Background: an optimization exercise with open tools, aiming at small area, a short achievable clock period and few clock cycles. Do not read the settings as production practice.
In this exercise RTL edits were held to simulation tests only and were not proved equivalent to the original.
Power figures rest on the tool's default switching activity, not on a simulated workload.

--- design/flow/run.sh ---
#!/bin/bash
# synth_recipe.tcl (not shown) runs the flow's synth.tcl, then flattens the netlist and writes it again
# the make line also repeats each setting of config.mk as NAME=value (left out here)
make -C /OpenROAD-flow-scripts/flow DESIGN_CONFIG=/design/flow/config.mk WORK_HOME=/design/flow/orfs CLKGATE_MAP_FILE= SYNTH_SCRIPT=/design/flow/synth_recipe.tcl finish
--- design/flow/constraint.sdc ---
create_clock -name core_clock -period 12.0 [get_ports {clk}]
set_input_delay 2.4000 -clock core_clock [delete_from_list [all_inputs] [get_ports {clk}]]
set_output_delay 2.4000 -clock core_clock [all_outputs]
set_load 0.01 [all_outputs]
--- design/flow/config.mk ---
export PLATFORM = sky130hd
export DESIGN_NAME = pae_engine
export DESIGN_NICKNAME = pae_engine
export VERILOG_FILES = /design/flow/design.v
export SDC_FILE = /design/flow/constraint.sdc
export NUM_CORES = 4
export LEC_CHECK = 0
export ABC_AREA = 1
export CAP_MARGIN = 20
export CORE_MARGIN = 2
export CORE_UTILIZATION = 50
export PLACE_DENSITY = 0.65
export SETUP_SLACK_MARGIN = 4
export SLEW_MARGIN = 20
--- design/flow/design.v ---
module pae_divstep #(parameter S = 4) (
    input  wire [15:0]  r,
    input  wire [S-1:0] bits,
    input  wire [15:0]  d,
    output wire [15:0]  r_n,
    output wire [S-1:0] q
);
    wire [15:0] rr [0:S];
    assign rr[0] = r;
    genvar s;
    generate
        for (s = 0; s < S; s = s + 1) begin : g_s
            wire [16:0] t  = {rr[s], bits[S-1-s]};
            wire [17:0] t1 = {1'b0, t} - {2'b0, d};
            assign q[S-1-s] = !t1[17];
            assign rr[s+1]  = t1[17] ? t[15:0] : t1[15:0];
        end
    endgenerate
    assign r_n = rr[S];
endmodule
module pae_mm4 #(parameter R = 2, parameter W = 24, parameter H = R) (
    input  wire [W-1:0]     r,
    input  wire [2*R-1:0]   b,
    input  wire [W+3:0]     a1,
    input  wire [W+3:0]     a3,
    input  wire [W+3:0]     n1,
    input  wire [W+3:0]     n3,
    input  wire [W+3:0]     n5,
    output wire [W-1:0]     r_n,
    output wire [W-1:0]     r_h,     
    output wire [2*R-1:0]   q_lo,
    output wire [2*R-1:0]   q_hi
);
    localparam WW = W + 4;
    wire [W-1:0] rr [0:R];
    assign rr[0] = r;
    wire [WW-1:0] a2 = {a1[WW-2:0], 1'b0};
    wire [WW-1:0] n2 = {n1[WW-2:0], 1'b0};
    wire [WW-1:0] n4 = {n1[WW-3:0], 2'b0};
    wire [WW-1:0] n6 = {n3[WW-2:0], 1'b0};
    genvar s;
    generate
        for (s = 0; s < R; s = s + 1) begin : g_s
            wire [1:0]    j  = b[2*R-1-2*s -: 2];
            wire [WW-1:0] ja = (j == 2'd0) ? {WW{1'b0}} : (j == 2'd1) ? a1 :
                               (j == 2'd2) ? a2 : a3;
            wire [WW-1:0] u4 = {2'b0, rr[s], 2'b0};
            wire [WW-1:0] t0 = u4 + ja;
            wire [WW-1:0] t1 = u4 + ja + n1;
            wire [WW-1:0] t2 = u4 + ja + n2;
            wire [WW-1:0] t3 = u4 + ja + n3;
            wire [WW-1:0] t4 = u4 + ja + n4;
            wire [WW-1:0] t5 = u4 + ja + n5;
            wire [WW-1:0] t6 = u4 + ja + n6;
            wire g1 = !t1[WW-1], g2 = !t2[WW-1], g3 = !t3[WW-1];
            wire g4 = !t4[WW-1], g5 = !t5[WW-1], g6 = !t6[WW-1];
            wire [2:0] q = g6 ? 3'd6 : g5 ? 3'd5 : g4 ? 3'd4 : g3 ? 3'd3 :
                           g2 ? 3'd2 : g1 ? 3'd1 : 3'd0;
            assign rr[s+1] = g6 ? t6[W-1:0] : g5 ? t5[W-1:0] : g4 ? t4[W-1:0] :
                             g3 ? t3[W-1:0] : g2 ? t2[W-1:0] : g1 ? t1[W-1:0] : t0[W-1:0];
            assign q_lo[2*R-1-2*s -: 2] = q[1:0];
            assign q_hi[2*R-1-2*s -: 2] = {q[2], 1'b0};
        end
    endgenerate
    assign r_n = rr[R];
    assign r_h = rr[H];
endmodule
module pae_engine (
    input  wire        clk,
    input  wire        rst,
    input  wire        cmd_valid,
    output wire        cmd_ready,
    input  wire [63:0] cmd_data,
    input  wire [31:0] time_us,
    output reg         resp_valid,
    output reg  [31:0] resp_data,
    output wire [3:0]  pin
);
    localparam NCH = 4;
    localparam S   = 2;                          
    localparam NB  = ((32 + S - 1) / S) * S;     
    localparam NG  = 24 / S;                     
    localparam NGB = NB / S;                     
    localparam SR  = 2 * S;                      
    localparam NGR = 24 / SR;
    localparam [3:0]  ABSMASK   = 4'b1000;
    localparam [15:0] INIT_FREQ = 16'd100;
    localparam [23:0] INIT_PER  = 24'd100000;
    localparam [23:0] TENM      = 24'd10000000;
    localparam [7:0] OP_BEGIN = 8'h01, OP_TICK  = 8'h02,
                     OP_SCHED = 8'h03, OP_SETF  = 8'h10, OP_SETD  = 8'h11,
                     OP_SETP  = 8'h12, OP_SETG  = 8'h13, OP_NXTF  = 8'h20,
                     OP_NXTD  = 8'h21, OP_NXTP  = 8'h22, OP_GET   = 8'h40;
    localparam [1:0] S_IDLE = 2'd0, S_RUN = 2'd1, S_WB = 2'd2, S_APREP = 2'd3;
    localparam [1:0] M_FREQ = 2'd0, M_REC = 2'd1, M_ABS = 2'd2;
    localparam [1:0] L_ONE = 2'd0, L_GFREQ = 2'd1, L_SCHED = 2'd2;
    reg [15:0] freq   [0:NCH-1];
    reg [13:0] duty   [0:NCH-1];
    reg [13:0] phase  [0:NCH-1];
    reg [23:0] period [0:NCH-1];
    reg [23:0] wstart [0:NCH-1];
    reg [23:0] wend   [0:NCH-1];
    reg [23:0] pos    [0:NCH-1];
    reg [NCH-1:0] wraps;
    reg [NCH-1:0] out;
    reg [NCH-1:0] fresh;      
    reg [15:0] pend_f [0:NCH-1];
    reg [13:0] pend_d [0:NCH-1];
    reg [13:0] pend_p [0:NCH-1];
    reg [NCH-1:0] dirty_f, dirty_d, dirty_p;
    reg        run;
    reg [31:0] lasttick;
    reg [31:0] reftime;
    reg        abs_ok;       
    reg [1:0]  state;
    reg [1:0]  mode;
    reg [1:0]  loop;
    reg [1:0]  ch;
    reg [4:0]  cnt;
    reg [15:0] fval;
    reg [NB-1:0] bs;
    reg [15:0] rd;
    reg [S-1:0] qp;           
    reg [23:0] qd;
    reg [23:0] rm, qma, qmb;
    reg [13:0] rw;
    reg [23:0] qw_a, qw_b, qs_a, qs_b;
    reg [13:0] rs;
    assign cmd_ready = (state == S_IDLE);
    wire [7:0]  c_op = cmd_data[63:56];
    wire [7:0]  c_ch = cmd_data[55:48];
    wire [1:0]  c_c  = cmd_data[49:48];
    wire [15:0] c_a  = cmd_data[47:32];
    wire        c_chok = (c_ch < NCH);
    wire        c_fok  = (c_a != 16'd0);
    wire [13:0] c_dcl  = (c_a > 16'd10000) ? 14'd10000 : c_a[13:0];
    wire [13:0] c_pcl  = (c_a > 16'd9999)  ? 14'd9999  : c_a[13:0];
    wire        c_zero_bc  = (cmd_data[31:0] == 32'd0);
    wire        c_zero_all = c_zero_bc && (c_ch == 8'd0) && (c_a == 16'd0);
    wire        acc = cmd_valid && (state == S_IDLE);
    wire [31:0] now = time_us;
    wire        now_ge_lt = (now >= lasttick);
    wire [31:0] xabs      = lasttick - reftime;
    wire        xabs_ok   = (xabs[31:26] != 6'h3f);
    wire [NCH-1:0] tok;
    wire [23:0] npos [0:NCH-1];
    wire [NCH-1:0] act;
    genvar ga;
    generate
        for (ga = 0; ga < NCH; ga = ga + 1) begin : g_act
            assign act[ga] = wraps[ga] ? ((pos[ga] >= wstart[ga]) || (pos[ga] < wend[ga]))
                                       : ((pos[ga] >= wstart[ga]) && (pos[ga] < wend[ga]));
        end
    endgenerate
    assign pin = (fresh & act) | (~fresh & out);
    genvar gc;
    generate
        for (gc = 0; gc < NCH; gc = gc + 1) begin : g_tick
            wire [23:0] p  = period[gc];
            wire [26:0] k0 = {3'd0, pos[gc]} - lasttick[26:0];
            wire [26:0] k1 = {3'd0, pos[gc]} - lasttick[26:0] - {3'd0, p};
            wire [26:0] k2 = {3'd0, pos[gc]} - lasttick[26:0] - {2'd0, p, 1'b0};
            wire [26:0] c0 = now[26:0] + k0;
            wire [26:0] c1 = now[26:0] + k1;
            wire [26:0] c2 = now[26:0] + k2;
            wire [32:0] m;
            wire [32:0] e  = {1'b0, lasttick} + m;
            wire        lt = (now < e[31:0]);
            assign tok[gc] = e[32] ? (now_ge_lt | lt) : (now_ge_lt & lt);
            wire [23:0] sel;
            if (ABSMASK[gc]) begin : g_abs
                wire [26:0] k3 = {3'd0, pos[gc]} - lasttick[26:0] - {2'd0, p, 1'b0} - {3'd0, p};
                wire [26:0] c3 = now[26:0] + k3;
                assign m = {7'd0, p, 2'b00} - {9'd0, pos[gc]};
                assign sel = !c3[26] ? c3[23:0] : !c2[26] ? c2[23:0] :
                             !c1[26] ? c1[23:0] : c0[23:0];
            end else begin : g_acc
                assign m = {8'd0, p, 1'b1};           
                assign sel = !c2[26] ? c2[23:0] : !c1[26] ? c1[23:0] : c0[23:0];
            end
            assign npos[gc] = tok[gc] ? sel : pos[gc];
        end
    endgenerate
    reg         ld;           
    wire        loop_sched_ld;
    reg  [1:0]  lc;
    reg         lf;
    reg  [15:0] lv;
    function [4:0] bitlen16;
        input [15:0] v;
        integer k;
        begin
            bitlen16 = 5'd0;
            for (k = 0; k < 16; k = k + 1)
                if (v[k]) bitlen16 = k + 1;
        end
    endfunction
    function [4:0] lz24;
        input [23:0] v;
        integer k;
        begin
            lz24 = 5'd24;
            for (k = 0; k < 24; k = k + 1)
                if (v[k]) lz24 = 23 - k;
        end
    endfunction
    function [5:0] lzb;
        input [NB-1:0] v;
        integer k;
        begin
            lzb = NB;
            for (k = 0; k < NB; k = k + 1)
                if (v[k]) lzb = NB - 1 - k;
        end
    endfunction
    wire [4:0]  l_bl   = bitlen16(lv);
    wire [3:0]  l_gf   = (l_bl - 5'd1) / S;
    wire [23:0] l_p    = period[lc];
    wire [3:0]  l_gr   = lz24(l_p) / SR;
    wire [4:0]  l_sh   = lf ? l_gf * S : l_gr * SR;
    wire [23:0] l_src  = lf ? TENM : l_p;
    wire [23:0] l_bs   = l_src << l_sh;
    wire [23:0] l_rd   = TENM >> (24 - l_gf * S);
    wire [13:0] l_duty  = (state == S_IDLE && c_op == OP_SETD) ? c_dcl :
                          (loop_sched_ld && dirty_d[lc]) ? pend_d[lc] : duty[lc];
    wire [13:0] l_phase = (state == S_IDLE && c_op == OP_SETP) ? c_pcl :
                          (loop_sched_ld && dirty_p[lc]) ? pend_p[lc] : phase[lc];
    wire [4:0]  l_cnt  = lf ? NG - l_gf + 1 : NGR - l_gr;
    wire [NB-1:0] bs_n;
    wire [15:0] rd_n;  wire [S-1:0] qd_b;
    wire [23:0] rm_n;  wire [S-1:0] qm_lo, qm_hi;
    wire [13:0] rw_n, rw_h;  wire [SR-1:0] qw_lo, qw_hi;
    wire [13:0] rs_n, rs_h;  wire [SR-1:0] qs_lo, qs_hi;
    reg  [SR-1:0] wq;         
    wire [S-1:0]  bstream = qp;
    reg  [27:0] ma1, ma3, mn1, mn3, mn5;
    reg  [17:0] wa1, wa3, sa1, sa3;
    reg         first;
    reg         pwb;         
    pae_divstep #(.S(S)) u_d (
        .r(rd), .bits(bs[NB-1 -: S]), .d(fval), .r_n(rd_n), .q(qd_b));
    pae_mm4 #(.R(S/2), .W(24)) u_m (
        .r(rm), .b(bstream), .a1(ma1), .a3(ma3), .n1(mn1), .n3(mn3), .n5(mn5),
        .r_n(rm_n), .r_h(), .q_lo(qm_lo), .q_hi(qm_hi));
    pae_mm4 #(.R(SR/2), .W(14), .H(S/2)) u_w (
        .r(rw), .b(wq), .a1(wa1), .a3(wa3), .n1(-18'sd10000), .n3(-18'sd30000), .n5(-18'sd50000),
        .r_n(rw_n), .r_h(rw_h), .q_lo(qw_lo), .q_hi(qw_hi));
    pae_mm4 #(.R(SR/2), .W(14), .H(S/2)) u_s (
        .r(rs), .b(wq), .a1(sa1), .a3(sa3), .n1(-18'sd10000), .n3(-18'sd30000), .n5(-18'sd50000),
        .r_n(rs_n), .r_h(rs_h), .q_lo(qs_lo), .q_hi(qs_hi));
    wire [23:0] wb_p     = (mode == M_FREQ) ? qd : period[ch];
    wire [23:0] wb_pos   = qma + {qmb[22:0], 1'b0};
    wire [23:0] wb_width = qw_a + {qw_b[22:0], 1'b0};
    wire [23:0] wb_start = qs_a + {qs_b[22:0], 1'b0};
    wire [24:0] wb_e     = {1'b0, wb_start} + {1'b0, wb_width};
    wire        wb_wrap  = (wb_e > {1'b0, wb_p});
    wire [24:0] wb_end   = wb_wrap ? (wb_e - {1'b0, wb_p}) : wb_e;
    wire [NCH-1:0] dirty_any = dirty_f | dirty_d | dirty_p;
    wire [NCH-1:0] later     = (ch == 2'd0) ? 4'b1110 : (ch == 2'd1) ? 4'b1100 :
                               (ch == 2'd2) ? 4'b1000 : 4'b0000;
    wire [NCH-1:0] sch_cand  = (state == S_IDLE) ? dirty_any : (dirty_any & later);
    wire [1:0]  sch_c = sch_cand[0] ? 2'd0 : sch_cand[1] ? 2'd1 : sch_cand[2] ? 2'd2 : 2'd3;
    wire        sch_more = |sch_cand;
    wire [5:0]  a_lz = lzb(bs);
    wire [4:0]  a_gr = a_lz / S;
    wire [4:0]  a_gp = (5'd23 - lz24(period[3])) / S;    
    wire [5:0]  a_ts = a_gr + a_gp;
    wire [4:0]  a_t  = (a_ts > NGB - 1) ? NGB - 1 : a_ts[4:0];
    wire [2*NB-1:0] a_z = {{NB{1'b0}}, bs} << (a_t * S);
    function [31:0] regread;
        input [7:0]  rch;
        input [15:0] sel;
        reg   [1:0]  c;
        reg          fw;
        begin
            c = rch[1:0];
            fw = pwb && (c == ch);
            regread = 32'd0;
            if (rch < NCH) begin
                case (sel)
                    16'h0000: regread = {16'd0, freq[c]};
                    16'h0001: regread = {18'd0, duty[c]};
                    16'h0002: regread = {18'd0, phase[c]};
                    16'h0003: regread = {8'd0, period[c]};
                    16'h0004: regread = {8'd0, fw ? wb_start : wstart[c]};
                    16'h0005: regread = {8'd0, fw ? wb_end[23:0] : wend[c]};
                    16'h0006: regread = {8'd0, pos[c]};
                    16'h0007: regread = {29'd0, ABSMASK[c], fw ? wb_wrap : wraps[c], pin[c]};
                    16'h0008: regread = {16'd0, pend_f[c]};
                    16'h0009: regread = {18'd0, pend_d[c]};
                    16'h000A: regread = {18'd0, pend_p[c]};
                    16'h000B: regread = {29'd0, dirty_p[c], dirty_d[c], dirty_f[c]};
                    default:  regread = 32'd0;
                endcase
            end
            if (rch == 8'd0) begin
                case (sel)
                    16'h0080: regread = {31'd0, run};
                    16'h0081: regread = lasttick;
                    16'h0082: regread = reftime;
                    16'h0083: regread = reftime;
                    16'h0084: regread = 32'd1000000;
                    16'h0085: regread = reftime;
                    16'h0088: regread = NCH;
                    16'h0089: regread = 32'd8;
                    16'h008A: regread = 32'd1000000;
                    16'h008C: regread = 32'hA5030A21;
                    16'h008D: regread = 32'hFFFF0001;
                    16'h008E: regread = {28'd0, ABSMASK};
                    16'h00C0, 16'h00C1, 16'h00C2, 16'h00C3,
                    16'h00C4, 16'h00C5, 16'h00C6, 16'h00C7:
                              regread = 32'd1000000;
                    default:  ;
                endcase
            end
        end
    endfunction
    always @* begin
        ld = 1'b0;
        lc = c_c;
        lf = 1'b0;
        lv = c_a;
        if (state == S_IDLE) begin
            case (c_op)
            OP_SETF: begin lf = 1'b1; ld = acc && c_zero_bc && c_chok && c_fok; end
            OP_SETG: begin lf = 1'b1; lc = 2'd0; ld = acc && c_zero_bc && (c_ch == 8'd0) && c_fok; end
            OP_SETD, OP_SETP: ld = acc && c_zero_bc && c_chok;
            OP_SCHED: begin
                lc = sch_c; lf = dirty_f[sch_c]; lv = pend_f[sch_c];
                ld = acc && c_zero_all && run && sch_more;
            end
            default: ;
            endcase
        end else if (state == S_WB) begin
            if (loop == L_GFREQ) begin
                lc = ch + 2'd1; lf = 1'b1; lv = fval; ld = (ch != 2'd3);
            end else if (loop == L_SCHED) begin
                lc = sch_c; lf = dirty_f[sch_c]; lv = pend_f[sch_c]; ld = sch_more;
            end
        end
    end
    assign loop_sched_ld = ld && ((state == S_IDLE) ? (c_op == OP_SCHED) : (loop == L_SCHED));
    integer i;
    always @(posedge clk) begin
        if (rst) begin
            state      <= S_IDLE;
            loop       <= L_ONE;
            mode       <= M_FREQ;
            ch         <= 2'd0;
            resp_valid <= 1'b0;
            resp_data  <= 32'd0;
            run        <= 1'b0;
            lasttick   <= 32'd0;
            reftime    <= 32'd0;
            abs_ok     <= 1'b1;
            wraps      <= {NCH{1'b0}};
            out        <= {NCH{1'b0}};
            fresh      <= {NCH{1'b0}};
            pwb        <= 1'b0;
            dirty_f    <= {NCH{1'b0}};
            dirty_d    <= {NCH{1'b0}};
            dirty_p    <= {NCH{1'b0}};
            for (i = 0; i < NCH; i = i + 1) begin
                freq[i]   <= INIT_FREQ;
                duty[i]   <= 14'd0;
                phase[i]  <= 14'd0;
                period[i] <= INIT_PER;
                wstart[i] <= 24'd0;
                wend[i]   <= 24'd0;
                pos[i]    <= 24'd0;
                pend_f[i] <= 16'd0;
                pend_d[i] <= 14'd0;
                pend_p[i] <= 14'd0;
            end
        end else begin
            resp_valid <= 1'b0;
            out        <= pin;
            pwb <= 1'b0;
            if (pwb) begin
                fresh[ch]  <= 1'b0;
                wstart[ch] <= wb_start;
                wend[ch]   <= wb_end[23:0];
                wraps[ch]  <= wb_wrap;
            end
            if (ld) begin
                ch    <= lc;
                mode  <= lf ? M_FREQ : M_REC;
                fval  <= lv;
                cnt   <= l_cnt;
                qp    <= {S{1'b0}};
                wq    <= lf ? {SR{1'b0}} : l_bs[23 -: SR];
                bs    <= lf ? {l_bs, {(NB-24){1'b0}}} : {l_bs << SR, {(NB-24){1'b0}}};
                rd    <= l_rd[15:0];
                qd    <= 24'd0;
                rm    <= 24'd0; qma <= 24'd0; qmb <= 24'd0;
                first <= 1'b1;
                wa1   <= {4'd0, l_duty};
                wa3   <= {4'd0, l_duty} + {3'd0, l_duty, 1'b0};
                sa1   <= {4'd0, l_phase};
                sa3   <= {4'd0, l_phase} + {3'd0, l_phase, 1'b0};
                rw    <= 14'd0; qw_a <= 24'd0; qw_b <= 24'd0;
                rs    <= 14'd0; qs_a <= 24'd0; qs_b <= 24'd0;
                state <= S_RUN;
                if (lf && lc == 2'd3) abs_ok <= 1'b0;
                if (loop_sched_ld) begin
                    if (dirty_d[lc]) duty[lc]  <= pend_d[lc];
                    if (dirty_p[lc]) phase[lc] <= pend_p[lc];
                    dirty_f[lc] <= 1'b0;
                    dirty_d[lc] <= 1'b0;
                    dirty_p[lc] <= 1'b0;
                end
            end
            case (state)
            S_IDLE: if (cmd_valid) begin
                loop <= L_ONE;
                case (c_op)
                OP_BEGIN: if (c_zero_all && !run) begin
                    run      <= 1'b1;
                    lasttick <= now;
                    reftime  <= now;
                    abs_ok   <= (pos[3] == 24'd0);
                end
                OP_TICK: if (c_zero_all && run) begin
                    for (i = 0; i < NCH; i = i + 1)
                        if (!ABSMASK[i])
                            pos[i] <= npos[i];
                    fresh    <= 4'b1111;
                    lasttick <= now;
                    if (abs_ok && xabs_ok && tok[3]) begin
                        pos[3] <= npos[3];
                    end else begin
                        bs    <= {{NB{1'b0}}, now - reftime};
                        ch    <= 2'd3;
                        mode  <= M_ABS;
                        state <= S_APREP;
                    end
                end
                OP_SCHED: loop <= L_SCHED;
                OP_SETG:  loop <= L_GFREQ;
                OP_SETD: if (c_zero_bc && c_chok) duty[c_c]  <= c_dcl;
                OP_SETP: if (c_zero_bc && c_chok) phase[c_c] <= c_pcl;
                OP_NXTF: if (c_zero_bc && c_chok && c_fok) begin
                    pend_f[c_c]  <= c_a;
                    dirty_f[c_c] <= 1'b1;
                end
                OP_NXTD: if (c_zero_bc && c_chok) begin
                    pend_d[c_c]  <= c_dcl;
                    dirty_d[c_c] <= 1'b1;
                end
                OP_NXTP: if (c_zero_bc && c_chok) begin
                    pend_p[c_c]  <= c_pcl;
                    dirty_p[c_c] <= 1'b1;
                end
                OP_GET: if (c_zero_bc) begin
                    resp_valid <= 1'b1;
                    resp_data  <= regread(c_ch, c_a);
                end
                default: ;
                endcase
            end
            S_APREP: begin
                bs    <= a_z[NB-1:0] << S;
                qp    <= a_z[NB-1 -: S];
                cnt   <= NGB - a_t;
                rm    <= a_z[NB+23:NB];
                ma1   <= 28'd1;
                ma3   <= 28'd3;
                mn1   <= 28'd0 - {4'd0, period[3]};
                mn3   <= 28'd0 - {4'd0, period[3]} - {3'd0, period[3], 1'b0};
                mn5   <= 28'd0 - {4'd0, period[3]} - {2'd0, period[3], 2'b0};
                first <= 1'b0;
                state <= S_RUN;
            end
            S_RUN: begin
                if (mode != M_FREQ || cnt != 5'd1) begin
                    bs  <= (mode == M_REC) ? bs << SR : bs << S;
                    rd  <= rd_n;
                    qp  <= (mode == M_FREQ) ? qd_b : bs[NB-1 -: S];
                    wq  <= (mode == M_FREQ) ? {qd_b, {(SR-S){1'b0}}} : bs[NB-1 -: SR];
                    qd  <= {qd[23-S:0], qd_b};
                end
                first <= 1'b0;
                if (mode == M_FREQ && first) begin
                    ma1 <= {4'd0, pos[ch]};
                    ma3 <= {4'd0, pos[ch]} + {3'd0, pos[ch], 1'b0};
                    mn1 <= 28'd0 - {4'd0, period[ch]};
                    mn3 <= 28'd0 - {4'd0, period[ch]} - {3'd0, period[ch], 1'b0};
                    mn5 <= 28'd0 - {4'd0, period[ch]} - {2'd0, period[ch], 2'b0};
                end else begin
                    rm  <= rm_n;
                    qma <= {qma[23-S:0], qm_lo};
                    qmb <= {qmb[23-S:0], qm_hi};
                end
                if (mode == M_REC) begin
                    rw   <= rw_n;
                    qw_a <= {qw_a[23-SR:0], qw_lo};
                    qw_b <= {qw_b[23-SR:0], qw_hi};
                    rs   <= rs_n;
                    qs_a <= {qs_a[23-SR:0], qs_lo};
                    qs_b <= {qs_b[23-SR:0], qs_hi};
                end else begin
                    rw   <= rw_h;
                    qw_a <= {qw_a[23-S:0], qw_lo[SR-1 -: S]};
                    qw_b <= {qw_b[23-S:0], qw_hi[SR-1 -: S]};
                    rs   <= rs_h;
                    qs_a <= {qs_a[23-S:0], qs_lo[SR-1 -: S]};
                    qs_b <= {qs_b[23-S:0], qs_hi[SR-1 -: S]};
                end
                cnt <= cnt - 5'd1;
                if (cnt == 5'd1) begin
                    if (mode == M_ABS) begin
                        pos[3] <= rm_n;
                        abs_ok <= 1'b1;
                        state  <= S_IDLE;
                    end else if (mode == M_REC && !(loop == L_SCHED && sch_more)) begin
                        pwb    <= 1'b1;
                        state  <= S_IDLE;
                    end else
                        state  <= S_WB;
                end
            end
            S_WB: begin
                begin
                    if (mode == M_FREQ) begin
                        freq[ch]   <= fval;
                        period[ch] <= qd;
                        pos[ch]    <= wb_pos;
                    end
                    fresh[ch]  <= 1'b0;
                    wstart[ch] <= wb_start;
                    wend[ch]   <= wb_end[23:0];
                    wraps[ch]  <= wb_wrap;
                end
                if (!ld) state <= S_IDLE;
            end
            default: state <= S_IDLE;
            endcase
        end
    end
endmodule
==> reports/results.ini, run 1 <==
[logic_synthesis]
synth_ff_type = edfxtp_1
netlist_area_um2 = 136000
syn_area_per_cell_um2 = 7.51
synth_edf_count = 1190
yosysSeqAreaShare_pct = 28.2
yosysUniqueCellTypes = 96
syn_nets = 20053
synth-async-reset-ratio_pct = 0
ys_seq_elements = 1322
netlist_instances = 18160
ys.warnings.count = 4

[global_routing]
globalRouteMet1Util_pct = 63.4
grt_max_degree = 164
antenna_found_initial = 76
grt-ovfl-total = 0
top_usage_layer = met2
grt_pass1_vias = 131173
gr-usage-met2_pct = 65.5
met3_usage_pct = 19.7
grt_pass1_wl_mm = 967
grt_use_total_pct = 48.6

[cells_and_area]
utilization_pct = 56.4
drive_gt1_share_pct = 8.71
multi_input_area_um2 = 89800
syn2layout_area_growth_pct = 12.1
design_area_um2 = 153000
fillers = 25765
finalNetCount = 20367
seq_area_um2 = 38400

[detailed_routing]
ant_nets = 0
drt_wl_total_mm = 702
wl_per_cell_um = 31.6
drtIter0Drc = 22391
drc = 0
vias = 145546
vias_per_cell = 6.54
firstDrtPassIters = 7

[cts]
insertion_delay_ps = 980
cts.sinks = 1322
hold_buffers = 0
cts_tree = yes
h-tree-depth = 4
cts_root_buf = clkbuf_16
cts_buffers = 169
cts.clk_slew.worst_paths_ps = 60
cts_buffer_depth = 4

[floorplanning]
die_height_um = 526
pin_count = 137
core_um2 = 271000
initial_utilization_pct = 50.3
die_area_um2 = 277000
rows = 191
die_w_um = 526

[sta]
clock_skew_ps = 147
drv_slew = 0
max_freq_mhz = 126
finalHoldViolCount = 0
min_period_ps = 7960
relSlewSlack_pct = 5.64
rsz0062_at_grt = yes
worst_pin_slew_ps = 1400
tns_ps = 0
period_share_pct = 66.3
finalSetupViolations = 0

[placed_design]
hpwl_mm = 552
gp_congestion = 1.12
port_buffers = 136
dpl_cell_area_um2 = 143000

[run_status]
run_status = no timing/DRC/antenna violations

[worst_setup_path]
crit_start = pos[0][0]
r2r_slack_ps = 4150
r2r-end = pos[3][1]
path_class = reg -> out
cp_max_fo = 4
rr_worst_depth = 35
crit_end = pin[0]
crit_arrival_ps = 5560
cp.required_ps = 9600
crit_path_end_kind = output pin
start_kind = flop
r2r-start = lasttick[2]

[pwr]
power_density_nw_per_um2 = 127
leakage_nw = 67.2
ir_drop_v = 0.000119
power.total_mw = 19.4

[job]
cap_violations = 0

[min_path]
hp-class = reg -> reg

==> cell type report <==
cell class | instances | area share, %
Multi-Input combinational cell | 14049 | 58.8
Sequential cell | 1322 | 25.1
Inverter | 2184 | 5.49
Timing Repair Buffer | 742 | 3.95
Clock buffer | 223 | 3.05
Tap cell | 3570 | 2.92
Clock inverter | 89 | 0.588
Antenna cell | 66 | 0.108
Timing Repair inverter | 6 | 0.0278
==> cells in the mapped netlist, types with 197 or more instances <==
cell | count | area (um2)
nand3_1 | 716 | 3580
o211ai_1 | 200 | 1500
a21oi_1 | 1841 | 9210
nand2_1 | 3317 | 12500
inv_1 | 2108 | 7910
xor2_1 | 569 | 4980
xnor2_1 | 336 | 2940
o22ai_1 | 463 | 2900
o21ai_0 | 1480 | 7410
nor2_1 | 1657 | 6220
edfxtp_1 | 1190 | 35700
nor3_1 | 197 | 986
ha_1 | 1564 | 19600
fa_1 | 230 | 4600
clkbuf_1 | 441 | 1660
==> logic make-up after synthesis <==
kind of cell	after synthesis	share of synthesized area, %
AOI/OAI and AO/OA	5059	21.4
xor gates and xnor gates	907	5.85
adders and majority gates	1794	17.7
muxes	3	0.0220
and+or+nand+nor	6282	19.0
DFF	1322	28.2
buffers and inverters	2793	7.85
==> state kept, by name, indices dropped and copies added (netlist names), 25 cells and up <==
name       cells
lasttick      32
mn1           25
wstart        96
pend_p        56
mn3           27
pos           96
period        96
reftime       32
pend_f        64
wend          96
pend_d        56
ma3           25
duty          56
resp_data     32
bs            32
phase         56
freq          64
mn5           26
==> worst max-delay path, cell delays in order (launching register included) <==
cell	delay (ps)
edfxtp_1	470
inv_1	310
ha_1	380
inv_1	40
nand2_1	60
a21oi_1	90
o21ai_0	230
nand3_1	120
nand2_1	130
nand3_1	100
nand2_1	170
nand4_1	130
nand2_1	210
a21oi_1	100
o221ai_1	810
o21ai_0	230
nand3_1	110
o21ai_0	100
buf_4	200
inv_1	70
clkdlybuf4s50_1	550
==> power breakdown <==
group | internal [mW] | switching, mW
logic | 2.99 | 5.80
registers | 5.13 | 0.156
clock network | 3.02 | 2.31
total | 11.2 | 8.27
==> layout by cell type, fill, tap and decap left out, types with 176 or more instances in the layout <==
master,n
nand2_1,3260
inv_1,2044
a21oi_1,1799
nor2_1,1619
ha_1,1542
o21ai_0,1414
edfxtp_1,1190
nand3_1,703
buf_4,570
xor2_1,511
o22ai_1,463
xnor2_1,321
fa_1,226
o211ai_1,200
nor3_1,182
clkbuf_16,176
==> what timing repair did <==
action / in CTS / in global routing
buffers inserted: 77 / 137
cloned: 7 / 5
pin swaps: 30 / 115
gates resized for setup: 180 / 393
endpoints found under the setup margin: 206 / 327
==> metrics by stage <==
step                      hold slack, ps  instances  setup WS, ps
final                                469      22251          4040
after global routing                 495      22193          3810
after CTS                            468      22033          3900
after global placement               456      21635          1910
after detailed placement             459      21637          1890
after floorplan                      444      18160          3700
==> worst min path at each step <==
stage / slack (ps) / cells after the start / start / to
global route: 490 / 2 / dirty_p[2] / dirty_p[2]
finish: 470 / 2 / dirty_p[2] / dirty_p[2]
detailed placement: 460 / 2 / dirty_p[2] / dirty_p[2]
floorplan: 440 / 2 / dirty_p[2] / dirty_p[2]
CTS: 470 / 2 / dirty_p[2] / dirty_p[2]
global placement: 460 / 2 / dirty_p[2] / dirty_p[2]
==> per-layer routing <==
layer	up-vias	wire length [um]
met5	-	476
met4	44	56700
met3	2296	109000
met2	10689	270000
met1	68754	266000
li1	63763	-
Testbench counts, summed over its fixed seeds: cycles 43,569.
==> run 2: changes to the inputs <==
--- a/design/flow/design.v
+++ b/design/flow/design.v
@@ -122,9 +122,11 @@
     reg [15:0] rd;
     reg [S-1:0] qp;           
     reg [23:0] qd;
-    reg [23:0] rm, qma, qmb;
+    reg [23:0] rm, qma;
+    reg [11:0] qmb;           
     reg [13:0] rw;
-    reg [23:0] qw_a, qw_b, qs_a, qs_b;
+    reg [23:0] qw_a, qs_a;
+    reg [11:0] qw_b, qs_b;
     reg [13:0] rs;
     assign cmd_ready = (state == S_IDLE);
     wire [7:0]  c_op = cmd_data[63:56];
@@ -249,9 +251,18 @@
         .r(rs), .b(wq), .a1(sa1), .a3(sa3), .n1(-18'sd10000), .n3(-18'sd30000), .n5(-18'sd50000),
         .r_n(rs_n), .r_h(rs_h), .q_lo(qs_lo), .q_hi(qs_hi));
     wire [23:0] wb_p     = (mode == M_FREQ) ? qd : period[ch];
-    wire [23:0] wb_pos   = qma + {qmb[22:0], 1'b0};
-    wire [23:0] wb_width = qw_a + {qw_b[22:0], 1'b0};
-    wire [23:0] wb_start = qs_a + {qs_b[22:0], 1'b0};
+    function [23:0] spread;       
+        input [11:0] v;
+        integer k;
+        begin
+            spread = 24'd0;
+            for (k = 0; k < 11; k = k + 1)
+                spread[2*k+2] = v[k];
+        end
+    endfunction
+    wire [23:0] wb_pos   = qma + spread(qmb);
+    wire [23:0] wb_width = qw_a + spread(qw_b);
+    wire [23:0] wb_start = qs_a + spread(qs_b);
     wire [24:0] wb_e     = {1'b0, wb_start} + {1'b0, wb_width};
     wire        wb_wrap  = (wb_e > {1'b0, wb_p});
     wire [24:0] wb_end   = wb_wrap ? (wb_e - {1'b0, wb_p}) : wb_e;
@@ -392,14 +403,14 @@
                 bs    <= lf ? {l_bs, {(NB-24){1'b0}}} : {l_bs << SR, {(NB-24){1'b0}}};
                 rd    <= l_rd[15:0];
                 qd    <= 24'd0;
-                rm    <= 24'd0; qma <= 24'd0; qmb <= 24'd0;
+                rm    <= 24'd0; qma <= 24'd0; qmb <= 12'd0;
                 first <= 1'b1;
                 wa1   <= {4'd0, l_duty};
                 wa3   <= {4'd0, l_duty} + {3'd0, l_duty, 1'b0};
                 sa1   <= {4'd0, l_phase};
                 sa3   <= {4'd0, l_phase} + {3'd0, l_phase, 1'b0};
-                rw    <= 14'd0; qw_a <= 24'd0; qw_b <= 24'd0;
-                rs    <= 14'd0; qs_a <= 24'd0; qs_b <= 24'd0;
+                rw    <= 14'd0; qw_a <= 24'd0; qw_b <= 12'd0;
+                rs    <= 14'd0; qs_a <= 24'd0; qs_b <= 12'd0;
                 state <= S_RUN;
                 if (lf && lc == 2'd3) abs_ok <= 1'b0;
                 if (loop_sched_ld) begin
@@ -489,22 +500,22 @@
                 end else begin
                     rm  <= rm_n;
                     qma <= {qma[23-S:0], qm_lo};
-                    qmb <= {qmb[23-S:0], qm_hi};
+                    qmb <= {qmb[10:0], qm_hi[1]};
                 end
                 if (mode == M_REC) begin
                     rw   <= rw_n;
                     qw_a <= {qw_a[23-SR:0], qw_lo};
-                    qw_b <= {qw_b[23-SR:0], qw_hi};
+                    qw_b <= {qw_b[9:0], qw_hi[3], qw_hi[1]};
                     rs   <= rs_n;
                     qs_a <= {qs_a[23-SR:0], qs_lo};
-                    qs_b <= {qs_b[23-SR:0], qs_hi};
+                    qs_b <= {qs_b[9:0], qs_hi[3], qs_hi[1]};
                 end else begin
                     rw   <= rw_h;
                     qw_a <= {qw_a[23-S:0], qw_lo[SR-1 -: S]};
-                    qw_b <= {qw_b[23-S:0], qw_hi[SR-1 -: S]};
+                    qw_b <= {qw_b[10:0], qw_hi[3]};
                     rs   <= rs_h;
                     qs_a <= {qs_a[23-S:0], qs_lo[SR-1 -: S]};
-                    qs_b <= {qs_b[23-S:0], qs_hi[SR-1 -: S]};
+                    qs_b <= {qs_b[10:0], qs_hi[3]};
                 end
                 cnt <= cnt - 5'd1;
                 if (cnt == 5'd1) begin
--- a/design/flow/config.mk
+++ b/design/flow/config.mk
@@ -10,5 +10,5 @@
 export CORE_MARGIN = 2
 export CORE_UTILIZATION = 50
 export PLACE_DENSITY = 0.65
-export SETUP_SLACK_MARGIN = 4
+export SETUP_SLACK_MARGIN = 5
 export SLEW_MARGIN = 20
==> run 2 against run 1 <==
- hold slack improved by 2.4 ps
- still clean on timing, DRC and antenna
- non-clock buffer count increased by 362
- critical path type is now reg -> reg
- final area up 5.0%
==> reports/results.ini, run 2 <==
[cells_and_area]
finalNonFillerCells = 22429  ; +0.80%
fillers = 24890  ; -3.4%
mostFrequentLayoutCell = nand2_1
final_cell_mix = nand2_1, inv_1, a21oi_1
drive_gt1_share_pct = 13.6  ; +4.9 points
finalNetCount = 20549  ; +0.89%
syn2layout_area_growth_pct = 18.2

[detailed_routing]
drc = 0  ; unchanged
wl_per_cell_um = 31.2  ; -1.2%
wl_met2_mm = 280  ; +3.6%
met3_length_mm = 100  ; -8.1%
drtIter0Drc = 20344  ; -9.1%
firstDrtPassIters = 10  ; +3
vias = 145904  ; +0.25%
drt_wl_total_mm = 700  ; -0.40%
highest_layer = met5
met1Wirelength_mm = 254  ; -4.3%
ant_nets = 0  ; unchanged
vias_per_cell = 6.51  ; -0.55%

[floorplanning]
rows = 191  ; unchanged
die_w_um = 525  ; -0.20%
die_height_um = 525  ; -0.20%
core_um2 = 271000  ; -0.18%
die_area_um2 = 276000  ; -0.39%
pin_count = 137  ; unchanged
initial_utilization_pct = 50.2  ; -0.11 points

[global_routing]
antenna_found_initial = 51  ; -33%
grt_pass1_wl_mm = 960  ; -0.74%
grt_pass1_vias = 132924  ; +1.3%
grt_max_degree = 151  ; -7.9%
grt_use_total_pct = 48.1  ; -0.54 points
grt-ovfl-total = 0  ; unchanged

[sta]
max_freq_mhz = 134  ; +6.5%
clock_skew_ps = 117  ; -30.1 ps
fin_ws_ps = 4530  ; +487 ps
finalHoldViolCount = 0  ; unchanged
drv_slew = 0  ; unchanged
finalSetupViolations = 0  ; unchanged
rsz0062_at_grt = yes
relSlewSlack_pct = 6.19  ; +0.55 points
min_period_ps = 7470  ; -487 ps
period_share_pct = 62.2  ; -4.1 points
worst_pin_slew_ps = 1400  ; -2.83 ps
tns_ps = 0  ; unchanged

[min_path]
holdPathStages = 2  ; unchanged
hp-start = resp_data[24]
hp-class = reg -> reg
holdPathEnd = resp_data[24]

[cts]
h-tree-depth = 4  ; unchanged
cts_tree = yes
hold_buffers = 0  ; unchanged
cts.clk_slew.worst_paths_ps = 60  ; about the same
insertion_delay_ps = 960  ; -20 ps
cts_buffer_depth = 4  ; unchanged
cts_buffers = 169  ; unchanged
cts_root_buf = clkbuf_16
cts.sinks = 1310  ; -0.91%

[pwr]
seqPwrFrac_pct = 25.3  ; -1.9 points
switching_share_pct = 42.2  ; -0.36 points
clkPwrFrac_pct = 26.8  ; -0.7 points
ir_drop_v = 0.000153  ; +28%
switchingPower_mw = 8.72  ; +5.4%
power_density_nw_per_um2 = 129  ; +1.2%
p_int_mw = 11.9  ; +7.0%
leakage_nw = 69.4  ; +3.3%
p_comb_share_pct = 48.0  ; +2.7 points

[placed_design]
gp_congestion = 1.10  ; -1.3%
place_ws_ps = 2440  ; +548 ps
dp_cells = 21401  ; -1.1%
hpwl_mm = 533  ; -3.5%
port_buffers = 136  ; unchanged

[logic_synthesis]
synth.most_common_cell = nand2_1
netlist_top_cells_area = edfxtp_1, ha_1, nand2_1
syn_nets = 19839  ; -1.1%
ys_top_cells_by_count = nand2_1, inv_1, a21oi_1
syn_area_per_cell_um2 = 7.56  ; +0.73%
ys_seq_elements = 1310  ; -0.91%
netlist_instances = 17957  ; -1.1%
synth_top_area_share_pct = 26.1  ; -0.16 points
ys.warnings.count = 4  ; unchanged
netlist_area_um2 = 136000  ; -0.40%
yosysTopAreaCell = edfxtp_1
synth_ff_type = edfxtp_1
yosysSeqAreaShare_pct = 28.0  ; -0.15 points
synth_edf_count = 1178  ; -1.0%
synth-async-reset-ratio_pct = 0  ; unchanged
yosysUniqueCellTypes = 96  ; unchanged

[worst_setup_path]
crit_path_max_incr_delay_ps = 440  ; -370 ps
crit_arrival_ps = 8140  ; +2580 ps
cpLargestDelayFamily = simple AND/OR/NAND/NOR gates
path_common_cell = nand2_2
crit_path_end_kind = flop
r2r_slack_ps = 4530  ; +380 ps
r2r-end = rs[12]
cp_max_fo = 7  ; +3
crit_buf_inv = 10  ; +5
r2r-start = wq[2]
cp.required_ps = 12670  ; +3070 ps
path_class = reg -> reg
crit_path_top_delay_cell = edfxtp_1
rr_worst_depth = 59  ; +69%
start_kind = flop

[job]
cap_violations = 0  ; unchanged

[run_status]
run_status = no timing/DRC/antenna violations

==> run 2: cell types whose count changed after synthesis, moves of 36 or more <==
cell / before / now
nand2_1: 3317 / 3047
nand3_1: 716 / 567
o211ai_1: 200 / 269
o21ai_0: 1480 / 1541
nor3_1: 197 / 247
nor2_1: 1657 / 1703
a22oi_1: 76 / 117
xor2_1: 569 / 605
==> run 2: kinds of logic after synthesis <==
group | after synthesis | share of synthesized area, %
compound gates | 5208 | 22.2
buf+inv | 2759 | 7.88
xor+xnor | 933 | 6.03
flops | 1310 | 28.0
simple gates | 5959 | 18.2
mux | 5 | 0.0396
fa+ha+maj | 1783 | 17.7
==> run 2: layer usage <==
metal | GRT usage [%] | up-vias
met5 | 0 | -
met1 | 60.0 | 69292
met4 | 34.8 | 24
met3 | 17.9 | 2318
li1 | - | 64243
met2 | 67.8 | 10027
==> run 2: per-stage QoR <==
stage	cell area [um2]	hold slack, ps	power [mW]	util [%]
3_3_place_gp	142000	456	12.9	52.5
6_report	161000	472	20.6	59.3
5_1_grt	160000	492	21.4	59.3
2_1_floorplan	136000	444	10.6	-
3_5_place_dp	142000	462	12.9	52.6
4_1_cts	154000	470	19.5	57.1
==> run 2: worst max path at each step <==
stage | startpoint | endpoint | depth (start not counted)
floorplan | lasttick[1] | pos[3][18] | 45
global placement | qp[1] | pos[3][9] | 42
detailed placement | qp[1] | pos[3][8] | 40
CTS | pos[3][0] | pos[3][13] | 47
global route | wq[3] | rs[12] | 58
finish | wq[2] | rs[12] | 59
==> run 2: repair_timing <==
item / 4_1_cts / 5_1_grt
pin swaps: 304 / 433
buffers inserted: 336 / 271
resized for setup: 862 / 779
gates cloned: 29 / 20
setup endpoints to repair: 529 / 503
==> run 2: layout make-up <==
cell class | count | area, um2 | share of cell area (%)
inverters | 2162 | 8510 | 5.30
repair buffers | 1104 | 10000 | 6.25
clock inverters | 82 | 1060 | 0.659
clock buffers | 228 | 4670 | 2.91
repair inverters | 16 | 148 | 0.0920
multi-input cells | 13904 | 93500 | 58.2
diodes | 53 | 133 | 0.0826
well taps | 3570 | 4470 | 2.78
flip-flops and latches | 1310 | 38000 | 23.7
==> run 2: worst reg2reg max path, delay by kind of cell, from the launching register on <==
family | cells | cell delay (ps)
DFF | 1 | 440
and+or+nand+nor | 32 | 2880
adders and majority gates | 2 | 530
AOI/OAI and AO/OA | 13 | 1900
buffers and inverters | 10 | 1100
xor gates and xnor gates | 2 | 370
==> run 2: power groups by stage <==
stage	logic [mW]	clock network, mW	registers (mW)
after CTS	8.83	5.47	5.21
after detailed placement	7.55	0	5.31
after global routing	10.6	5.64	5.22
final	9.90	5.52	5.22
after floorplan	5.32	0	5.24
after global placement	7.56	0	5.31
Testbench counts of run 2, summed over its fixed seeds: cycles 43,569.
==> run 3: changes to the inputs <==
--- a/design/flow/design.v
+++ b/design/flow/design.v
@@ -144,6 +144,10 @@
     wire        now_ge_lt = (now >= lasttick);
     wire [31:0] xabs      = lasttick - reftime;
     wire        xabs_ok   = (xabs[31:26] != 6'h3f);
+    wire [32:0] e25       = {1'b0, lasttick} + 33'h2000000;
+    wire        lt25      = (now < e25[31:0]);
+    wire        u_small   = e25[32] ? (now_ge_lt | lt25) : (now_ge_lt & lt25);
+    wire [26:0] x3;
     wire [NCH-1:0] tok;
     wire [23:0] npos [0:NCH-1];
     wire [NCH-1:0] act;
@@ -174,6 +178,7 @@
                 wire [26:0] k3 = {3'd0, pos[gc]} - lasttick[26:0] - {2'd0, p, 1'b0} - {3'd0, p};
                 wire [26:0] c3 = now[26:0] + k3;
                 assign m = {7'd0, p, 2'b00} - {9'd0, pos[gc]};
+                assign x3  = c0;
                 assign sel = !c3[26] ? c3[23:0] : !c2[26] ? c2[23:0] :
                              !c1[26] ? c1[23:0] : c0[23:0];
             end else begin : g_acc
@@ -440,7 +445,8 @@
                     if (abs_ok && xabs_ok && tok[3]) begin
                         pos[3] <= npos[3];
                     end else begin
-                        bs    <= {{NB{1'b0}}, now - reftime};
+                        bs    <= (abs_ok && xabs_ok && u_small) ? {{(NB-27){1'b0}}, x3}
+                                                                : {{NB{1'b0}}, now - reftime};
                         ch    <= 2'd3;
                         mode  <= M_ABS;
                         state <= S_APREP;
--- a/design/flow/config.mk
+++ b/design/flow/config.mk
@@ -10,5 +10,5 @@
 export CORE_MARGIN = 2
 export CORE_UTILIZATION = 50
 export PLACE_DENSITY = 0.65
-export SETUP_SLACK_MARGIN = 5
+export SETUP_SLACK_MARGIN = 4
 export SLEW_MARGIN = 20
==> run 3 against run 2 <==
- synthesized cell count rose by 1.9%
- combinational power fell by 14%
- non-clock buffer count fell by 399
- sequential share of layout area rose by 1.2 points
- largest cell class unchanged
- maximum frequency fell by 6.6%
- via count fell by 1.0%
- hold slack got worse by 7.1 ps
- critical endpoint is now pos[0][2]
- utilization fell by 3.1 points
- sequential power barely moved
- still clean on timing, DRC and antenna
- die area rose by 0.62%
- register-to-register slack got worse by 420 ps
==> reports/results.ini, run 3 <==
[cts]
cts_root_buf = clkbuf_16
cts_buffer_depth = 4  ; unchanged
cts_buffers = 170  ; +0.59%
h-tree-depth = 4  ; unchanged
cts.clk_slew.worst_paths_ps = 60  ; about the same
hold_buffers = 0  ; unchanged
insertion_delay_ps = 970  ; about the same
cts.sinks = 1310  ; unchanged
cts_tree = yes

[floorplanning]
initial_utilization_pct = 50.4  ; +0.18 points
core_um2 = 271000  ; +0.27%
die_area_um2 = 277000  ; +0.62%
die_height_um = 527  ; +0.31%
pin_count = 137  ; unchanged
rows = 191  ; unchanged
die_w_um = 527  ; +0.31%

[placed_design]
gp_congestion = 1.11  ; +0.64%
hpwl_mm = 543  ; +2.0%
dp_cells = 21807  ; +1.9%
dpl_cell_area_um2 = 143000  ; +0.86%
port_buffers = 136  ; unchanged

[cells_and_area]
utilization_pct = 56.3  ; -3.1 points
mostFrequentLayoutCell = nand2_1
finalNonFillerCells = 22328  ; -0.45%
syn2layout_area_growth_pct = 11.8
finalNetCount = 20471  ; -0.38%
drive_gt1_share_pct = 7.92  ; -5.7 points
final_cell_mix = nand2_1, inv_1, a21oi_1
design_area_um2 = 153000  ; -4.9%

[global_routing]
grt_use_total_pct = 47.3  ; -0.83 points
grt_pass1_wl_mm = 946  ; -1.5%
grt_max_degree = 177  ; +17%
antenna_found_initial = 53  ; +3.9%
grt_pass1_vias = 130777  ; -1.6%
grt-ovfl-total = 0  ; unchanged

[logic_synthesis]
yosys.area_share.simple_pct = 19.2  ; +1.1 points
netlist_instances = 18296  ; +1.9%
synth_ff_type = edfxtp_1
synth.most_common_cell = nand2_1
synth_top_family_by_area = compound AO/OA/AOI/OAI gates
yosysUniqueCellTypes = 86  ; -10%
synth_top_area_share_pct = 25.9  ; -0.16 points
synth_xor_area_share_pct = 5.90  ; -0.13 points
netlist_top_cells_area = edfxtp_1, ha_1, nand2_1
synth.mux.area_fraction_pct = 0.0147  ; -0.025 points
ys.warnings.count = 4  ; unchanged
synth-async-reset-ratio_pct = 0  ; unchanged
synth_edf_count = 1178  ; unchanged
yosysTopAreaCell = edfxtp_1
ys_top_cells_by_count = nand2_1, inv_1, a21oi_1
synth_compound_area_share_pct = 21.5  ; -0.66 points
netlist_area_um2 = 137000  ; +0.62%
syn_nets = 20189  ; +1.8%
synth_fa_ha_area_share_pct = 17.7  ; about the same
ys_seq_elements = 1310  ; unchanged
syn_area_per_cell_um2 = 7.47  ; -1.2%
yosysSeqAreaShare_pct = 27.8  ; -0.17 points

[worst_setup_path]
path_common_cell = nor2_1
crit_buf_inv = 7  ; -3
cp.required_ps = 12490  ; -180 ps
crit_start = cmd_data[42]
cpLargestDelayFamily = simple AND/OR/NAND/NOR gates
crit_end = pos[0][2]
crit_path_top_delay_cell = nor2_1
r2r-start = period[3][1]
crit_chain = clkdlybuf4s50_1 -> inv_1 -> nand4_4 -> nor2_4 -> inv_2 -> nor2_1 -> inv_2 -> nor2_4 -> inv_2 -> nor3_4 -> nand2_1 -> nor2_1 -> inv_1 -> nor2_1 -> inv_1 -> nor2_1 -> nand2_1 -> nand2_2
r2r_slack_ps = 4110  ; -420 ps
crit_path_max_incr_delay_ps = 830  ; +390 ps
start_kind = input pin
cp.depth = 18  ; -69%
crit_path_end_kind = flop
cp_max_fo = 24  ; +17
rr_worst_depth = 34  ; -42%
path_class = in -> reg
crit_arrival_ps = 8490  ; +350 ps
r2r-end = bs[23]

[pwr]
power_density_nw_per_um2 = 126  ; -2.1%
leakage_nw = 67.2  ; -3.2%
ir_drop_v = 0.000122  ; -21%

[sta]
rsz0062_at_grt = yes
finalSetupViolations = 0  ; unchanged
worst_pin_slew_ps = 1380  ; -12.9 ps
max_freq_mhz = 125  ; -6.6%
min_period_ps = 8000  ; +530 ps
relSlewSlack_pct = 7.05  ; +0.87 points
finalHoldViolCount = 0  ; unchanged
tns_ps = 0  ; unchanged
period_share_pct = 66.7  ; +4.4 points
drv_slew = 0  ; unchanged
clock_skew_ps = 164  ; +47.3 ps

[detailed_routing]
drtIter0Drc = 21540  ; +5.9%
firstDrtPassIters = 9  ; -1
drt_wl_total_mm = 684  ; -2.2%
vias = 144388  ; -1.0%
wl_per_cell_um = 30.6  ; -1.8%
vias_per_cell = 6.47  ; -0.59%
ant_nets = 0  ; unchanged
drc = 0  ; unchanged

[min_path]
hp-class = reg -> reg

[job]
cap_violations = 0  ; unchanged

[run_status]
run_status = no timing/DRC/antenna violations

## run 3: cell types whose count changed after synthesis, moves of 13 or more
cell      before   now
a211oi_1      61    94
a22oi_1      117   101
clkbuf_1     424   447
nand2_1     3047  3434
nand3_1      567   739
nor2_1      1703  1643
nor3_1       247   200
o211ai_1     269   176
o21a_1        32    51
o21ai_0     1541  1510
o21bai_1     107    85
o31ai_1       60    47
xor2_1       605   581
## run 3: routing by layer
metal  GRT usage (%)  share of wire (%)  up-vias
met1            60.3                 37    68353
met4            34.0                8.9       26
li1                -                  -    64230
met3            16.0                 14     2067
met5               0              0.053        -
met2            66.3                 40     9712
## run 3: area by class of cell
type | count | area (um2)
inverter | 2177 | 8330
fill | 25898 | 119000
timing repair buffer | 705 | 5830
clock buffer | 218 | 4620
tap | 3570 | 4470
sequential | 1310 | 38000
antenna | 43 | 108
multi-input combinational | 14209 | 90100
timing repair inverter | 5 | 31.3
clock inverter | 91 | 1110
## run 3: how the worst min path moves through the flow
stage,depth (start not counted),slack [ps],from,to
2_1_floorplan,2,440,dirty_d[2],dirty_d[2]
3_3_place_gp,2,460,resp_data[26],resp_data[26]
3_5_place_dp,2,460,dirty_p[2],dirty_p[2]
4_1_cts,2,470,dirty_p[2],dirty_p[2]
5_1_grt,2,490,resp_data[28],resp_data[28]
6_report,2,460,dirty_p[2],dirty_p[2]
## run 3: kinds of logic after synthesis
family	Yosys count
adders and majority gates	1794
and+or+nand+nor	6384
AOI/OAI and AO/OA	5109
buffers and inverters	2778
DFF	1310
xor gates and xnor gates	919
muxes	2
## run 3: power breakdown
group	switching (mW)	internal [mW]	total, mW
clock	2.33	3.15	5.48
combinational	5.60	2.92	8.52
sequential	0.133	5.08	5.21
## run 3: worst min-delay path: stages, from the launching register on
cell and delay [ps]:
dfxtp_1 310, nand3_1 70, nand2_1 40
## run 3: per-stage QoR
| stage | worst slack (ps) | hold WS (ps) | power [mW] |
|---|---|---|---|
| final | 4000 | 465 | 19.2 |
| after global routing | 3810 | 491 | 20.0 |
| after CTS | 3990 | 466 | 18.4 |
| after detailed placement | 1660 | 458 | 12.8 |
| after global placement | 1770 | 455 | 12.9 |
| after floorplan | 4530 | 444 | 10.5 |
## run 3: timing repair
action | 4_1_cts | 5_1_grt
setup endpoints to repair | 215 | 294
cloned | 5 | 2
pin swaps | 17 | 78
setup buffers | 50 | 109
gates resized for setup | 156 | 347
Testbench counts of run 3, summed over its fixed seeds: cycles 42,673.
==> run 4: changes to the inputs <==
--- a/design/flow/config.mk
+++ b/design/flow/config.mk
@@ -8,7 +8,7 @@
 export ABC_AREA = 1
 export CAP_MARGIN = 20
 export CORE_MARGIN = 2
-export CORE_UTILIZATION = 50
-export PLACE_DENSITY = 0.65
-export SETUP_SLACK_MARGIN = 4
+export CORE_UTILIZATION = 45
+export PLACE_DENSITY = 0.6
+export SETUP_SLACK_MARGIN = 4.5
 export SLEW_MARGIN = 20
==> run 4 against run 3 <==
- still clean
- die area grew 11%
- hold slack gained 1.0 ps
- worst setup slack gained 300 ps
- synthesized cell count is the same
- sequential cell count is the same
- sequential share of layout area shrank 0.96 points
- register-to-register slack gained 190 ps
- global-route usage shrank 2.2 points
- critical endpoint is now rs[5]
==> reports/results.ini, run 4 <==
[detailed_routing]
vias = 145728  ; +0.93%
drt_wl_total_mm = 727  ; +6.2%
drtIter0Drc = 19654  ; -8.8%
ant_nets = 0  ; unchanged
drc = 0  ; unchanged
vias_per_cell = 6.32  ; -2.2%
firstDrtPassIters = 9  ; unchanged
wl_per_cell_um = 31.5  ; +2.9%

[worst_setup_path]
path_class = reg -> reg
cp_max_fo = 5  ; -79%
crit_path_top_delay_cell = edfxtp_1
crit_path_end_kind = flop
crit_buf_inv = 16  ; +9
start_kind = flop
path_common_cell = buf_6
cpLargestDelayFamily = compound AO/OA/AOI/OAI gates
cp.required_ps = 12740  ; +250 ps
crit_path_max_incr_delay_ps = 430  ; -400 ps
crit_arrival_ps = 8440  ; -50 ps

[cts]
cts_tree = yes
hold_buffers = 0  ; unchanged
cts_root_buf = clkbuf_16
cts_buffer_depth = 4  ; unchanged
h-tree-depth = 4  ; unchanged
cts_buffers = 176  ; +3.5%
insertion_delay_ps = 990  ; +20 ps
cts.clk_slew.worst_paths_ps = 60  ; about the same
cts.sinks = 1310  ; unchanged

[logic_synthesis]
synth_ff_type = edfxtp_1
netlist_area_um2 = 137000  ; unchanged
ys_top_cells_by_count = nand2_1, inv_1, a21oi_1
netlist_instances = 18296  ; unchanged
synth_edf_count = 1178  ; unchanged
ys_seq_elements = 1310  ; unchanged
ys.warnings.count = 4  ; unchanged
yosysSeqAreaShare_pct = 27.8  ; unchanged
syn_area_per_cell_um2 = 7.47  ; unchanged
synth_top_area_share_pct = 25.9  ; unchanged
yosysUniqueCellTypes = 86  ; unchanged
syn_nets = 20189  ; unchanged
synth.most_common_cell = nand2_1
yosysTopAreaCell = edfxtp_1
netlist_top_cells_area = edfxtp_1, ha_1, nand2_1
synth-async-reset-ratio_pct = 0  ; unchanged

[floorplanning]
die_height_um = 555  ; +5.4%
rows = 202  ; +5.8%
initial_utilization_pct = 45.2  ; -5.2 points
die_w_um = 555  ; +5.4%
pin_count = 137  ; unchanged
die_area_um2 = 308000  ; +11%
core_um2 = 303000  ; +12%

[global_routing]
gr-usage-met2_pct = 64.2  ; -2.1 points
grt_pass1_vias = 133581  ; +2.1%
grt_pass1_wl_mm = 991  ; +4.7%
grt-ovfl-total = 0  ; unchanged
antenna_found_initial = 57  ; +7.5%
top_usage_layer = met2
grt_max_degree = 112  ; -37%
globalRouteMet1Util_pct = 58.6  ; -1.7 points
grt_use_total_pct = 45.0  ; -2.2 points
met3_usage_pct = 14.5  ; -1.5 points

[sta]
finalSetupViolations = 0  ; unchanged
period_share_pct = 64.1  ; -2.5 points
clock_skew_ps = 148  ; -16.0 ps
max_freq_mhz = 130  ; +3.9%
tns_ps = 0  ; unchanged
worst_pin_slew_ps = 1290  ; -91.4 ps
relSlewSlack_pct = 13.8  ; +6.7 points
drv_slew = 0  ; unchanged
min_period_ps = 7700  ; -302 ps
finalHoldViolCount = 0  ; unchanged
rsz0062_at_grt = yes

[cells_and_area]
mostFrequentLayoutCell = nand2_1
final_cell_mix = nand2_1, inv_1, a21oi_1
syn2layout_area_growth_pct = 16.3
finalNonFillerCells = 23044  ; +3.2%
finalNetCount = 20765  ; +1.4%
drive_gt1_share_pct = 11.8  ; +3.9 points
fillers = 29449  ; +14%

[placed_design]
gp_congestion = 1.08  ; -2.9%
dp_cells = 22229  ; +1.9%
port_buffers = 136  ; unchanged
hpwl_mm = 573  ; +5.5%

[pwr]
power_density_nw_per_um2 = 127  ; +0.63%
leakage_nw = 69.3  ; +3.1%
power.total_mw = 20.1  ; +4.7%
ir_drop_v = 0.000134  ; +10%

[min_path]
hp-class = reg -> reg

[run_status]
run_status = no timing/DRC/antenna violations

[job]
cap_violations = 0  ; unchanged

-- run 4: cell counts after synthesis --
No cell type changed its count.
-- run 4: through the flow --
step	setup slack, ps	utilization, %	hold WS [ps]	cell area, um2
global route	3960	52.5	482	159000
detailed placement	1780	47.6	458	144000
CTS	4470	50.8	468	154000
finish	4300	52.5	466	159000
global placement	1680	47.6	454	144000
floorplan	4530	-	444	137000
-- run 4: path summary, 6_finish.rpt --
kind | cells past startpoint | start | end | slack, ps
hold / removal | 2 | resp_data[28] | resp_data[28] | 470
setup reg to reg | 53 | wq[3] | rs[5] | 4300
hold reg to reg | 2 | resp_data[28] | resp_data[28] | 470
setup / recovery | 53 | wq[3] | rs[5] | 4300
-- run 4: logic make-up after synthesis --
kind of cell,share of synthesized area (%)
DFF,27.8
AOI/OAI and AO/OA,21.5
xor gates and xnor gates,5.90
muxes,0.0147
and+or+nand+nor,19.2
adders and majority gates,17.7
buffers and inverters,7.81
-- run 4: timing repair --
action                                 4_1_cts  5_1_grt
pin swaps                                  114      323
buffers inserted                           197      216
endpoints found under the hold margin        0        0
resized for setup                          555      752
gates cloned                                13       16
setup endpoints to repair                  521      390
-- run 4: final cells by class --
cell class	instances	area, um2	area share (%)
tap	3978	4980	3.13
multi-input combinational	14217	92900	58.5
clock buffer	226	4700	2.96
timing repair buffer	983	8480	5.34
sequential	1310	38000	23.9
timing repair inverter	7	80.1	0.0504
antenna	49	123	0.0772
clock inverter	97	1050	0.659
inverter	2177	8500	5.35
-- run 4: worst reg2reg max path, delay by kind of cell, from the launching register on --
kind	cells	cell delay, ps
xor+xnor	3	590
compound gates	16	2300
buf+inv	16	1640
flops	1	430
simple gates	15	1650
fa+ha+maj	3	900
-- run 4: per-layer routing --
metal  wire length (um)  up-vias
met5                182        -
met4              55100       28
met3              95700     1778
met2             294000     9095
met1             282000    69929
li1                   -    64898
-- run 4: where the power goes --
part           switching [mW]  internal, mW
Clock                    2.44          3.04
Combinational            6.01          3.41
Sequential              0.133          5.08
Total                    8.59          11.5
==> run 5: changes to the inputs <==
--- a/design/flow/design.v
+++ b/design/flow/design.v
@@ -221,7 +221,9 @@
         end
     endfunction
     wire [4:0]  l_bl   = bitlen16(lv);
-    wire [3:0]  l_gf   = (l_bl - 5'd1) / S;
+    wire [3:0]  l_gh   = l_bl / S;
+    wire [23:0] l_ph   = TENM >> (24 - l_gh * S);
+    wire [3:0]  l_gf   = (l_ph[15:0] < lv) ? l_gh : (l_bl - 5'd1) / S;
     wire [23:0] l_p    = period[lc];
     wire [3:0]  l_gr   = lz24(l_p) / SR;
     wire [4:0]  l_sh   = lf ? l_gf * S : l_gr * SR;
--- a/design/flow/config.mk
+++ b/design/flow/config.mk
@@ -8,7 +8,7 @@
 export ABC_AREA = 1
 export CAP_MARGIN = 20
 export CORE_MARGIN = 2
-export CORE_UTILIZATION = 45
-export PLACE_DENSITY = 0.6
-export SETUP_SLACK_MARGIN = 4.5
+export CORE_UTILIZATION = 50
+export PLACE_DENSITY = 0.65
+export SETUP_SLACK_MARGIN = 5
 export SLEW_MARGIN = 20
==> run 5 against run 4 <==
- critical endpoint is now rw[8]
- largest cell class unchanged
- cell count shrank 4.2%
- largest power group unchanged
- die area shrank 12%
- global-route usage grew 1.4 points
- sequential power is essentially flat
- combinational power grew 5.2%
- clock skew shrank 25 ps
- sequential cell count is the same
- clock power is essentially flat
- utilization grew 7.5 points
- non-clock buffer count grew 175
- highest routed layer unchanged
- sequential share of layout area shrank 0.25 points
- routed wire length shrank 8.2%
==> reports/results.ini, run 5 <==
[floorplanning]
core_um2 = 267000  ; -12%
die_height_um = 522  ; -5.9%
die_area_um2 = 272000  ; -12%
die_w_um = 522  ; -5.9%
pin_count = 137  ; unchanged

[cells_and_area]
multi_input_area_um2 = 92800  ; -0.13%
mostFrequentLayoutCell = nand2_1
syn2layout_area_growth_pct = 19.7
seq_area_um2 = 38000  ; about the same
utilization_pct = 60.0  ; +7.5 points
final_cell_mix = nand2_1, inv_1, a21oi_1
drive_gt1_share_pct = 14.9  ; +3.1 points

[worst_setup_path]
cp.required_ps = 12610  ; -130 ps
r2r-end = rw[8]
crit_start = wq[3]
crit_arrival_ps = 8230  ; -210 ps
start_kind = flop
path_common_cell = nand2_1
path_class = reg -> reg
cp_max_fo = 5  ; unchanged
crit_path_top_delay_cell = edfxtp_1
crit_path_end_kind = flop
crit_path_max_incr_delay_ps = 440  ; about the same

[sta]
min_period_ps = 7620  ; -77.6 ps
clock_skew_ps = 123  ; -25.4 ps
drv_slew = 0  ; unchanged
period_share_pct = 63.5  ; -0.65 points
tns_ps = 0  ; unchanged
finalHoldWorstSlack_ps = 469  ; +3.81 ps
finalHoldViolCount = 0  ; unchanged
max_freq_mhz = 131  ; +1.0%
rsz0062_at_grt = yes
worst_pin_slew_ps = 1380  ; +85.2 ps
relSlewSlack_pct = 7.54  ; -6.2 points

[placed_design]
gp_congestion = 1.09  ; +1.2%
hpwl_mm = 501  ; -12%
place_ws_ps = 1930  ; +150 ps
port_buffers = 136  ; unchanged

[cts]
cts_buffers = 169  ; -4.0%
cts.clk_slew.worst_paths_ps = 60  ; about the same
cts_tree = yes
cts_root_buf = clkbuf_16
insertion_delay_ps = 980  ; about the same
h-tree-depth = 4  ; unchanged
cts_buffer_depth = 4  ; unchanged

[logic_synthesis]
netlist_top_cells_area = edfxtp_1, ha_1, nand2_1
synth_top_area_share_pct = 26.4  ; +0.47 points
synth.most_common_cell = nand2_1
yosysTopAreaCell = edfxtp_1
ys.warnings.count = 4  ; unchanged
yosysUniqueCellTypes = 84  ; -2.3%
netlist_area_um2 = 134000  ; -1.8%
ys_top_cells_by_count = nand2_1, inv_1, a21oi_1
synth_ff_type = edfxtp_1
syn_nets = 19512  ; -3.4%
yosysSeqAreaShare_pct = 28.3  ; +0.51 points
ys_seq_elements = 1310  ; unchanged
syn_area_per_cell_um2 = 7.62  ; +2.1%

[pwr]
power.total_mw = 20.6  ; +2.5%
leakage_nw = 69.8  ; +0.82%
power_density_nw_per_um2 = 128  ; +1.4%

[detailed_routing]
drt_wl_total_mm = 667  ; -8.2%
vias = 142497  ; -2.2%
drc = 0  ; unchanged
wl_per_cell_um = 30.2  ; -4.2%
drtIter0Drc = 20074  ; +2.1%
firstDrtPassIters = 10  ; +1

[global_routing]
grt_use_total_pct = 46.5  ; +1.4 points
grt-ovfl-total = 0  ; unchanged

[run_status]
run_status = no timing/DRC/antenna violations

[min_path]
hp-class = reg -> reg

## run 5: per-layer routing
layer	vias up	wire, um	part of all wire [%]	track usage, %
met3	2089	95900	14	17.4
met1	67716	249000	37	59.7
met2	9570	263000	39	63.9
met5	-	494	0.074	0.597
li1	63088	-	-	-
met4	34	58100	8.7	32.3
## run 5: worst min-delay path by stage
stage,cells past startpoint,startpoint,to
floorplan,2,dirty_p[0],dirty_p[0]
global placement,2,resp_data[29],resp_data[29]
detailed placement,2,resp_data[25],resp_data[25]
CTS,2,resp_data[25],resp_data[25]
global route,2,resp_data[28],resp_data[28]
finish,2,resp_data[25],resp_data[25]
## run 5: repair_timing
item | in CTS | in global routing
gates cloned | 31 | 19
buffers inserted | 377 | 258
endpoints found under the setup margin | 671 | 468
pin swaps | 309 | 451
gates resized for setup | 1082 | 912
## run 5: through the flow
| step | cells | instance area [um2] |
|---|---|---|
| final | 22085 | 161000 |
| after global routing | 22034 | 160000 |
| after CTS | 21748 | 154000 |
| after detailed placement | 21032 | 141000 |
| after global placement | 21031 | 141000 |
| after floorplan | 17603 | 135000 |
## run 5: cell type report
cell class	count	share of cell area, %
Tap cell	3552	2.77
Inverter	2142	5.28
Antenna cell	55	0.0857
Clock inverter	100	0.727
Timing Repair Buffer	1158	6.79
Sequential cell	1310	23.7
Clock buffer	208	2.82
Multi-Input combinational cell	13549	57.8
Timing Repair inverter	11	0.0452
## run 5: kinds of logic after synthesis
| logic type | share of synthesized area [%] |
|---|---|
| compound gates | 21.8 |
| xor+xnor | 6.13 |
| fa+ha+maj | 18.2 |
| buf+inv | 7.92 |
| flops | 28.3 |
| mux | 0.0373 |
| other cells | 0.00280 |
| simple gates | 17.6 |
## run 5: worst max-delay path, delay by kind of cell, from the launching register on
| family | cells | cell delay [ps] |
|---|---|---|
| adders and majority gates | 3 | 950 |
| DFF | 1 | 440 |
| and+or+nand+nor | 18 | 1630 |
| xor gates and xnor gates | 4 | 700 |
| buffers and inverters | 13 | 1350 |
| AOI/OAI and AO/OA | 17 | 2270 |
## run 5: where the power goes
part / switching, mW / total, mW / internal [mW]
combinational: 6.04 / 9.91 / 3.86
clock: 2.37 / 5.51 / 3.14
sequential: 0.121 / 5.20 / 5.08
Testbench counts of run 5, summed over its fixed seeds: cycles 42,067.

Check on run 5: ideal ports give 4.381 ns setup slack; a clkbuf_16 on the clock port and buf_2 on the inputs give 4.381 ns; moving port delays by the midpoint clock arrival (1.032 ns) as well gives 3.654 ns.
